This design comes from an exercise in tuning for small area on the open sky130 flow, not from production work. Only simulation tests tie the RTL to the original design; equivalence was not proved. No activity file was given, so power comes from the tool's default toggle rates.

== job 415 ==
==> flow/design.v <==
module klt_block (
    input  wire        clk,
    input  wire        rst,
    input  wire [3:0]  col_n,
    input  wire        led_ready,
    output wire [3:0]  row_n,
    output wire        led_valid,
    output wire [31:0] led_word,
    output wire        pwm_out,
    output wire        reboot_req,
    output wire        log_valid,
    output wire [4:0]  log_code
);
    localparam [2:0] S_SCAN = 3'b000, S_DISP = 3'b001, S_EMIT = 3'b010, S_HALT = 3'b011,
                     S_TON  = 3'b100, S_TGAP = 3'b101, S_HOLD = 3'b110, S_IDLE = 3'b111;
    localparam [8:0] P0 = 9'b000000011;      
    localparam [5:0] S0 = 6'b011110;      
    reg [2:0]  ph;
    localparam [10:0] PW_INV = 11'b10101010101;
    localparam [8:0]  PS_INV = 9'b101010101;
    localparam [5:0]  SU_INV = 6'b101010;
    reg  [10:0] pwq;
    wire [10:0] pws = pwq ^ PW_INV;     
    reg        pwh;      
    reg        sync1a;   
    reg        sync1b;   
    reg        sync2;    
    reg  [8:0]  psq;
    wire [8:0]  psc = psq ^ PS_INV;
    reg  [5:0]  suq;
    wire [5:0]  sub = suq ^ SU_INV;
    reg [1:0]  kr, kc;
    reg [3:0]  apc;
    wire       waiting = ph[2];
    wire       scan    = (ph == S_SCAN);
    wire       sc_pre  = apc[3];
    wire       sc_col  = apc[1] & ~apc[0];
    wire       sc_rel  = apc[1] & apc[0] & ~apc[3];
    wire       pwrap   = ~psc[1] & psc[2] & psc[3] & ~psc[4] & ~psc[6] & psc[7] & psc[8];    
    wire       u1      = ~sub[1];     
    wire       u2      = sub[0];     
    wire       u3      = ~sub[3];     
    wire       u9      = sub[0] & sub[1];     
    wire       u59     = sub[0] & ~sub[1] & sub[2] & ~sub[3] & ~sub[4] & ~sub[5];    
    wire       plast   = sub[0] & sub[1] & sub[4];    
    wire [3:0] key     = {kr, kc};
    wire       col_now = sync2;
    wire       mel     = apc[3];
    wire k0    = (key == 4'd0);
    wire kZ    = (key == 4'd13);
    wire kfill = kc[1] & (kc[0] | (kr[1] & kr[0]));       
    wire h_k0  = ~kr[0] & ~kc[0];                          
    wire h_kZ  = kc[0] & ~kc[1];                           
    reg tdone;
    always @(*) begin
        case (ph)
            S_TON:   tdone = pwrap & (mel ? u9 : u3);
            S_TGAP:  tdone = pwrap & (mel ? u2 : u3);
            S_HOLD:  tdone = (pwrap & (h_k0 ? u59 : u1)) | ~(h_k0 | h_kZ);    
            default: tdone = pwrap & u1;                                      
        endcase
    end
    wire gbit = (sub[3] & sub[4] & ~apc[1]) |
                 (~sub[0] & sub[1] & ~sub[4] & apc[1]) |
                 (~sub[2] & ~sub[3] & ~sub[4] & sub[5] & apc[1]) |
                 (sub[0] & ~sub[4] & ~sub[5] & ~apc[1]) |
                 (~sub[3] & sub[5] & ~apc[0] & ~apc[1]) |
                 (sub[3] & sub[4] & sub[5] & apc[2]) |
                 (sub[1] & ~sub[4] & ~apc[2]) |
                 (sub[1] & sub[4] & sub[5] & apc[2]) |
                 (sub[0] & sub[1] & ~sub[4] & ~apc[0]) |
                 (~sub[1] & ~sub[3] & sub[5] & ~apc[2]) |
                 (~sub[1] & ~sub[2] & sub[3] & apc[0] & ~apc[1]) |
                 (~sub[0] & sub[3] & sub[4] & ~sub[5] & ~apc[2]) |
                 (sub[2] & sub[5] & ~apc[1]) |
                 (sub[2] & sub[3] & ~apc[0] & ~apc[1]) |
                 (sub[2] & sub[3] & ~sub[4] & ~apc[2]) |
                 (sub[0] & sub[2] & sub[4] & apc[0] & apc[2]) |
                 (sub[0] & ~sub[1] & ~sub[4] & ~sub[5] & apc[0] & apc[2]);
    wire e_gw  = kr[1] & kr[0];                            
    wire e_g   = kr[1] & kr[0] & kc[0];                    
    wire e_w   = kr[1] & ~kc[0];                           
    wire e_b   = ~kr[1] & kr[0];                           
    wire e_r   = ~kr[0] & (kr[1] | (~kc[0] & gbit));       
    assign led_word = {1'b0, e_gw, {6{e_g}},
                       1'b0, e_r, e_r | e_w, {5{e_r}},
                       {3{e_b}}, e_b | e_w, {4{e_b}},
                       8'h00};
    assign led_valid  = (ph == S_EMIT);
    assign pwm_out    = (ph == S_TON) & ~pwh;
    assign reboot_req = (ph == S_HALT);
    assign log_valid  = (ph == S_DISP) & apc[0] & ~apc[1] & ~apc[2];
    assign log_code   = {1'b1, kr, kc};
    assign row_n      = (scan & ~apc[3]) ? ~(4'b0001 << kr) : 4'b1111;
    wire scan_go = (scan & sc_pre) || (ph == S_IDLE && tdone);
    reg [1:0] kc_n;
    always @(*) begin
        kc_n = kc;
        if (scan_go) kc_n = 2'd0;
        else if (scan && sc_col && col_now) kc_n = kc + 2'd1;
    end
    wire pwz = (pws[9:0] == 10'd0);
    always @(posedge clk) begin
        sync1a <= col_n[kc_n];
        sync1b <= col_n[kc_n + 2'd1];
        sync2  <= (kc_n == kc) ? sync1a : sync1b;
        kc    <= kc_n;
        if (!waiting || pwrap) psq <= P0 ^ PS_INV;
        else                   psq <= {psc[7:0], psc[3] ^ psc[8]} ^ PS_INV;
        if (!(waiting || ph == S_EMIT) || (waiting && tdone) || (ph == S_EMIT && led_ready && plast))
            suq <= S0 ^ SU_INV;
        else if ((waiting && pwrap) || (ph == S_EMIT && led_ready))
            suq <= {sub[4:0], sub[0] ^ sub[5]} ^ SU_INV;
        if (rst) begin
            ph  <= S_SCAN;
            apc <= 4'd15;
            pwq <= PW_INV;
            pwh <= 1'b0;
        end else begin
            pwq <= {pws[9:0], pws[10] ^ pws[8] ^ pwz} ^ PW_INV;
            if (pws[10] & pwz) pwh <= ~pwh;
            case (ph)
                S_IDLE: begin
                    if (tdone) begin
                        kr  <= 2'd0;
                        apc <= 4'd0;
                        ph  <= S_SCAN;
                    end
                end
                S_SCAN: begin
                    if (sc_pre) begin
                        kr  <= 2'd0;
                        apc <= 4'd0;
                    end else if (sc_col) begin
                        if (!col_now) begin
                            apc <= 4'd3;                   
                        end else if (kc == 2'd3) begin
                            if (kr == 2'd3) begin
                                ph  <= S_IDLE;
                            end else begin
                                kr  <= kr + 2'd1;
                                apc <= 4'd0;               
                            end
                        end
                    end else if (sc_rel) begin
                        if (col_now) begin
                            apc <= 4'd1;
                            ph  <= S_DISP;
                        end
                    end else begin
                        apc <= apc + 4'd1;                 
                    end
                end
                S_DISP: begin
                    if (k0) begin
                        if (apc[3] | (apc[0] & ~apc[1] & ~apc[2]))
                            ph <= S_TON;                       
                        else if (~apc[0] & ~apc[2] & ~apc[3])
                            ph <= S_IDLE;                      
                        else
                            ph <= S_EMIT;                      
                    end else if (kfill & apc[0]) begin
                        ph <= S_EMIT;
                    end else if (kZ) begin
                        ph <= apc[0] ? S_HOLD : S_HALT;        
                    end else begin
                        ph <= S_IDLE;
                    end
                end
                S_TON: begin
                    if (tdone) begin
                        ph  <= S_TGAP;
                    end
                end
                S_TGAP: begin
                    if (tdone) begin
                        apc <= apc + 4'd1;
                        if (apc == 4'd2 || apc == 4'd15) begin
                            ph  <= S_DISP;
                        end else begin
                            ph  <= S_TON;
                        end
                    end
                end
                S_EMIT: begin
                    if (led_ready) begin
                        if (plast) ph <= S_HOLD;
                    end
                end
                S_HOLD: begin
                    if (tdone) begin
                        apc <= apc + 4'd1;
                        ph  <= S_DISP;
                    end
                end
                default: ;
            endcase
        end
    end
endmodule
==> flow/config.mk <==
export PLATFORM = sky130hd
export DESIGN_NAME = klt_block
export DESIGN_NICKNAME = klt_block
export VERILOG_FILES = /design/flow/design.v
export SDC_FILE = /design/flow/constraint.sdc
export NUM_CORES = 4
export LEC_CHECK = 0
export CAP_MARGIN = 20
export CORE_MARGIN = 2
export CORE_UTILIZATION = 55
export SLEW_MARGIN = 20
==> flow/constraint.sdc <==
create_clock -name core_clock -period 10.0 [get_ports {clk}]
set_input_delay 2.0000 -clock core_clock [delete_from_list [all_inputs] [get_ports {clk}]]
set_output_delay 2.0000 -clock core_clock [all_outputs]
set_load 0.01 [all_outputs]
standard.sh (not shown) runs the stock make flow with config.mk's settings and CLKGATE_MAP_FILE= SYNTH_SCRIPT=/design/flow/synth_recipe.tcl, a recipe that flattens the netlist after the stock synthesis.
==> flow/flow/run.sh <==
#!/bin/bash
# The standard layout (standard.sh, which writes the ORFS logs under
# orfs/logs), with these changes; make's own output goes to standard.log.
#  - Synthesis maps the logic for area: ABC runs flow/abc.script (deep AIG
#    optimisation, then area-oriented mapping) instead of ORFS's speed script,
#    and no adder cells are mapped (the design has no arithmetic). Registers
#    are mapped exactly as in the standard synthesis.
#  - Port buffers are the smallest buffer (buf_1) instead of a delay cell.
#  - Tie cells are not split per load (SKIP_REPAIR_TIE_FANOUT): one tie
#    cell drives all constant-0 outputs.
#  - Clock tree: sinks clustered under clkbuf_4 buffers, no dummy loads.
set -e
W=$PWD
mkdir -p "$W/scripts"
for f in "$FLOW_HOME"/scripts/*; do ln -sf "$f" "$W/scripts/"; done
rm -f "$W/scripts/abc_speed.script"
cp "$W/flow/abc.script" "$W/scripts/abc_speed.script"
export BUFFER_PORTS_ARGS="-buffer_cell sky130_fd_sc_hd__buf_1"
export CTS_ARGS="-sink_clustering_enable -repair_clock_nets -sink_clustering_size 100 -sink_clustering_max_diameter 500 -buf_list sky130_fd_sc_hd__clkbuf_8 -dont_use_dummy_load -distance_between_buffers 1000 -root_buf sky130_fd_sc_hd__clkbuf_8"
export SKIP_REPAIR_TIE_FANOUT=1
bash standard.sh SCRIPTS_DIR="$W/scripts" ADDER_MAP_FILE= finish > standard.log 2>&1
==> flow/flow/abc.script <==
&get -n
&st
&deepsyn -T 20
&dch -f
&nf -a -p -R 1000
&put
topo
dnsize -c
Every stage of the flow completed for job 415, and the final layout passed the timing, DRC and antenna checks.
Modified inputs, job 9595 compared to job 415
- CORE_UTILIZATION: 55 -> 40
-- flow/flow/run.sh --
<<< job 415, line 11
#  - Clock tree: sinks clustered under clkbuf_4 buffers, no dummy loads.
>>> job 9595, line 11
#  - Clock tree: sinks clustered under clkbuf_8 buffers, no dummy loads.
<<< job 415, line 19
export CTS_ARGS="-sink_clustering_enable -repair_clock_nets -sink_clustering_size 100 -sink_clustering_max_diameter 500 -buf_list sky130_fd_sc_hd__clkbuf_8 -dont_use_dummy_load -distance_between_buffers 1000 -root_buf sky130_fd_sc_hd__clkbuf_8"
>>> job 9595, line 19
export CTS_ARGS="-sink_clustering_enable -repair_clock_nets -sink_clustering_size 100 -sink_clustering_max_diameter 500 -buf_list sky130_fd_sc_hd__clkbuf_8 -dont_use_dummy_load"
Findings:
Reported for job 415 and job 9595, top-level port count turned out identical to the last digit. In job 9595, period utilization is higher than in job 415. The post-layout total power was comparable across job 415 and job 9595. Sequential share of layout area, job 415 and job 9595: lower on job 9595. Summary of job 9595 over job 415: number of tap cells added at floorplan rose by 22; number of standard cells in the layout, taps in and fillers out rose by 22; total number of vias fell by 1.1%; met3 track demand over resource fell by 0.44 points; setup slack fell by 0.033 ns.
Input changes introduced in job 7175 (baseline for comparison: job 9595):
- CORE_UTILIZATION now 55, was 40
-- flow/flow/run.sh --
<<< job 9595, line 11
#  - Clock tree: sinks clustered under clkbuf_8 buffers, no dummy loads.
>>> job 7175, line 11
#  - Clock tree: sinks clustered under clkbuf_4 buffers, no dummy loads.
<<< job 9595, line 19
export CTS_ARGS="-sink_clustering_enable -repair_clock_nets -sink_clustering_size 100 -sink_clustering_max_diameter 500 -buf_list sky130_fd_sc_hd__clkbuf_8 -dont_use_dummy_load"
>>> job 7175, line 19
export CTS_ARGS="-sink_clustering_enable -repair_clock_nets -sink_clustering_size 100 -sink_clustering_max_diameter 500 -buf_list sky130_fd_sc_hd__clkbuf_4 -dont_use_dummy_load"
Findings:
Utilization job 9595 -> job 7175: up
Delta (job 7175 minus job 9595): final critical-path required period went up 0.0093 ns, relative slew slack went down 0.68 points, wire length of the first global-routing pass went down 4.4%.
Lower combinational group share of total power among job 9595 and job 7175: job 9595
For job 3021, these inputs were changed with respect to job 7175:
-- flow/flow/run.sh --
<<< job 7175, line 19
export CTS_ARGS="-sink_clustering_enable -repair_clock_nets -sink_clustering_size 100 -sink_clustering_max_diameter 500 -buf_list sky130_fd_sc_hd__clkbuf_4 -dont_use_dummy_load"
>>> job 3021, line 19
export CTS_ARGS="-sink_clustering_enable -repair_clock_nets -sink_clustering_size 100 -sink_clustering_max_diameter 500 -buf_list sky130_fd_sc_hd__clkbuf_8 -dont_use_dummy_load -sink_clustering_levels 1 -num_static_layers 0 -sink_clustering_buffer sky130_fd_sc_hd__clkbuf_8"
Results
As far as number of nets with antenna violations after routing goes, job 7175 and job 3021 are indistinguishable; the numbers are identical. Job 3021 ended with less number of global-route vias before repair than job 7175. As far as count of hold buffers inserted by post-cts repair goes, job 7175 and job 3021 are indistinguishable; the numbers are identical. Taking job 7175 as the reference, in job 3021 global-route total usage across every layer shows no meaningful change; relative contribution of combinational cells to total power shows a reduction of 1.8 points. [compare] base=job 7175 new=job 3021: multi-input combinational cell area did not really move, flip-flop and latch share of the layout cell area lost 0.58 points, shortest clock period the worst path allows after layout went down. Between job 7175 and job 3021, the routed wire length does not differ in any meaningful way.

* * *

klt_block, a different RTL version from the one above (not shown whole).
Size: ~52 I/O pins.
## klt_block
module klt_block (
    input  wire        clk,
    input  wire        rst,
    input  wire [3:0]  col_n,
    input  wire        led_ready,
    output wire [3:0]  row_n,
    output wire        led_valid,
    output wire [31:0] led_word,
    output wire        pwm_out,
    output wire        reboot_req,
    output wire        log_valid,
    output wire [4:0]  log_code
);
    localparam [3:0] S_RST  = 4'd0,  S_IDLE = 4'd1,  S_SET1 = 4'd2,  S_SET2 = 4'd3,
                     S_COL  = 4'd4,  S_REL  = 4'd5,  S_DISP = 4'd6,  S_TON  = 4'd7,
                     S_TGAP = 4'd8,  S_EMIT = 4'd9,  S_HOLD = 4'd10, S_HALT = 4'd11;
    localparam [14:0] TERM    = 15'b110011101100011,
                      W_IDLE  = 15'b100111101011000,    
                      W_BEEP  = 15'b111111110011000,    
                      W_NOTE  = 15'b101101110011100,    
                      W_MGAP  = 15'b100111110011100,    
                      W_GLYPH = 15'b111000111011100;   
    localparam [4:0]  T5     = 5'b11111,
                      S_BEEP = 5'b01111,
                      S_MEL  = 5'b01011,
                      S_PIX  = 5'b01101;
    reg [3:0]  ph;
    reg [10:0] pws;      
    reg        pwh;      
    reg [3:0]  sync1;
    reg        sync2;    
    reg [14:0] tmr;
    reg [1:0]  kr, kc;
    reg [2:0]  apc;
    reg [4:0]  sub;
    wire       tdone   = (tmr == TERM);
    wire       sdone   = (sub == T5);
    wire [3:0] key     = {kr, kc};
    wire       col_now = sync2;
    wire       mel     = apc[1];       
    wire k0  = (key == 4'd0);
    wire kA  = (key == 4'd3);
    wire kB  = (key == 4'd7);
    wire kC  = (key == 4'd11);
    wire kZ  = (key == 4'd13);
    wire kH  = (key == 4'd14);
    wire kD  = (key == 4'd15);
    reg gbit;
    always @(*) begin
        case ({apc, sub})
            {3'd1, 5'b01111}: gbit = 1'b1;
            {3'd1, 5'b00111}: gbit = 1'b1;
            {3'd1, 5'b10011}: gbit = 1'b1;
            {3'd1, 5'b01100}: gbit = 1'b1;
            {3'd1, 5'b10010}: gbit = 1'b1;
            {3'd1, 5'b01001}: gbit = 1'b1;
            {3'd1, 5'b00100}: gbit = 1'b1;
            {3'd1, 5'b00010}: gbit = 1'b1;
  ...
Settings: LEC_CHECK=0, CAP_MARGIN=20, CORE_MARGIN=2, CORE_UTILIZATION=40, SLEW_MARGIN=20; clock period 10.0 ns.
run.sh (not shown) runs the stock make flow with config.mk's settings and CLKGATE_MAP_FILE= SYNTH_SCRIPT=/design/flow/synth_recipe.tcl, a recipe that flattens the netlist after the stock synthesis.
Stock flow here: none of the scripts above is used.
Then changed:
==> flow/flow/run.sh (new file) <==
#!/bin/bash
export BUFFER_PORTS_ARGS="-buffer_cell sky130_fd_sc_hd__buf_1"
bash standard.sh > standard.log 2>&1
==> flow/standard.sh (new file) <==
#!/bin/bash
# synth_recipe.tcl (not shown) runs the flow's synth.tcl, then flattens the netlist and writes it again
# the make line also repeats each setting of config.mk as NAME=value (left out here)
make -C /OpenROAD-flow-scripts/flow DESIGN_CONFIG=/design/flow/config.mk WORK_HOME=/design/flow/orfs CLKGATE_MAP_FILE= SYNTH_SCRIPT=/design/flow/synth_recipe.tcl "${@:-finish}"
removed: flow/run.sh
Outcome:
- The new run completed without violations
- design area went down by 6.5%
- routed wire length went down by 1.9%
- die area is unchanged
- cell count hardly moves
- clock skew went down by 12 ps
- core utilization went down by 3.0 points
- synthesized cell count is unchanged
- non-clock buffer count went up by 1
- setup slack improved by 410 ps
- hold slack improved by 3.5 ps
- register-to-register slack got worse by 60 ps

-- afterwards: timing with drivers on the ports --
In the flow no input, the clock included, has a driving cell. The finished layouts below were timed again as built, in two steps.
Step 1 (the two cells are an assumption about what drives the block):
set clk [get_ports {clk}]
set_driving_cell -lib_cell sky130_fd_sc_hd__clkbuf_16 $clk
set_driving_cell -lib_cell sky130_fd_sc_hd__buf_2 [delete_from_list [all_inputs] $clk]
Step 2 times the ports against the registers' clock, not the clock port: input delays grow and output delays shrink by t, the midpoint of the rising clock arrivals with the driver on.
a / b / c = ideal ports / drivers / drivers and shift; a / b = the first two.
| run | t, ns | setup WS [ns] | worst hold slack (ns) | latest minus earliest clock arrival (ns) | worst slew at a driven data input, ns |
|---|---|---|---|---|---|
| job 415 | 0.302 | 5.658 / 5.632 / 5.934 | 0.369 / 0.369 / 0.369 | 0.010 / 0.011 | 0.03 |
| job 9595 | 0.307 | 5.625 / 5.600 / 5.908 | 0.363 / 0.363 / 0.363 | 0.011 / 0.011 | 0.03 |
| job 7175 | 0.351 | 5.616 / 5.592 / 5.943 | 0.377 / 0.377 / 0.377 | 0.014 / 0.013 | 0.03 |
| job 3021 | 0.302 | 5.658 / 5.632 / 5.934 | 0.369 / 0.369 / 0.369 | 0.010 / 0.011 | 0.03 |
| the first run of note 2 | 0.336 | 4.852 / 4.822 / 5.157 | 0.434 / 0.434 / 0.434 | 0.017 / 0.017 | 0.03 |
| the second run of note 2 | 0.329 | 5.261 / 5.228 / 5.556 | 0.438 / 0.438 / 0.438 | 0.005 / 0.005 | 0.03 |
After both steps every run listed still meets setup and hold.
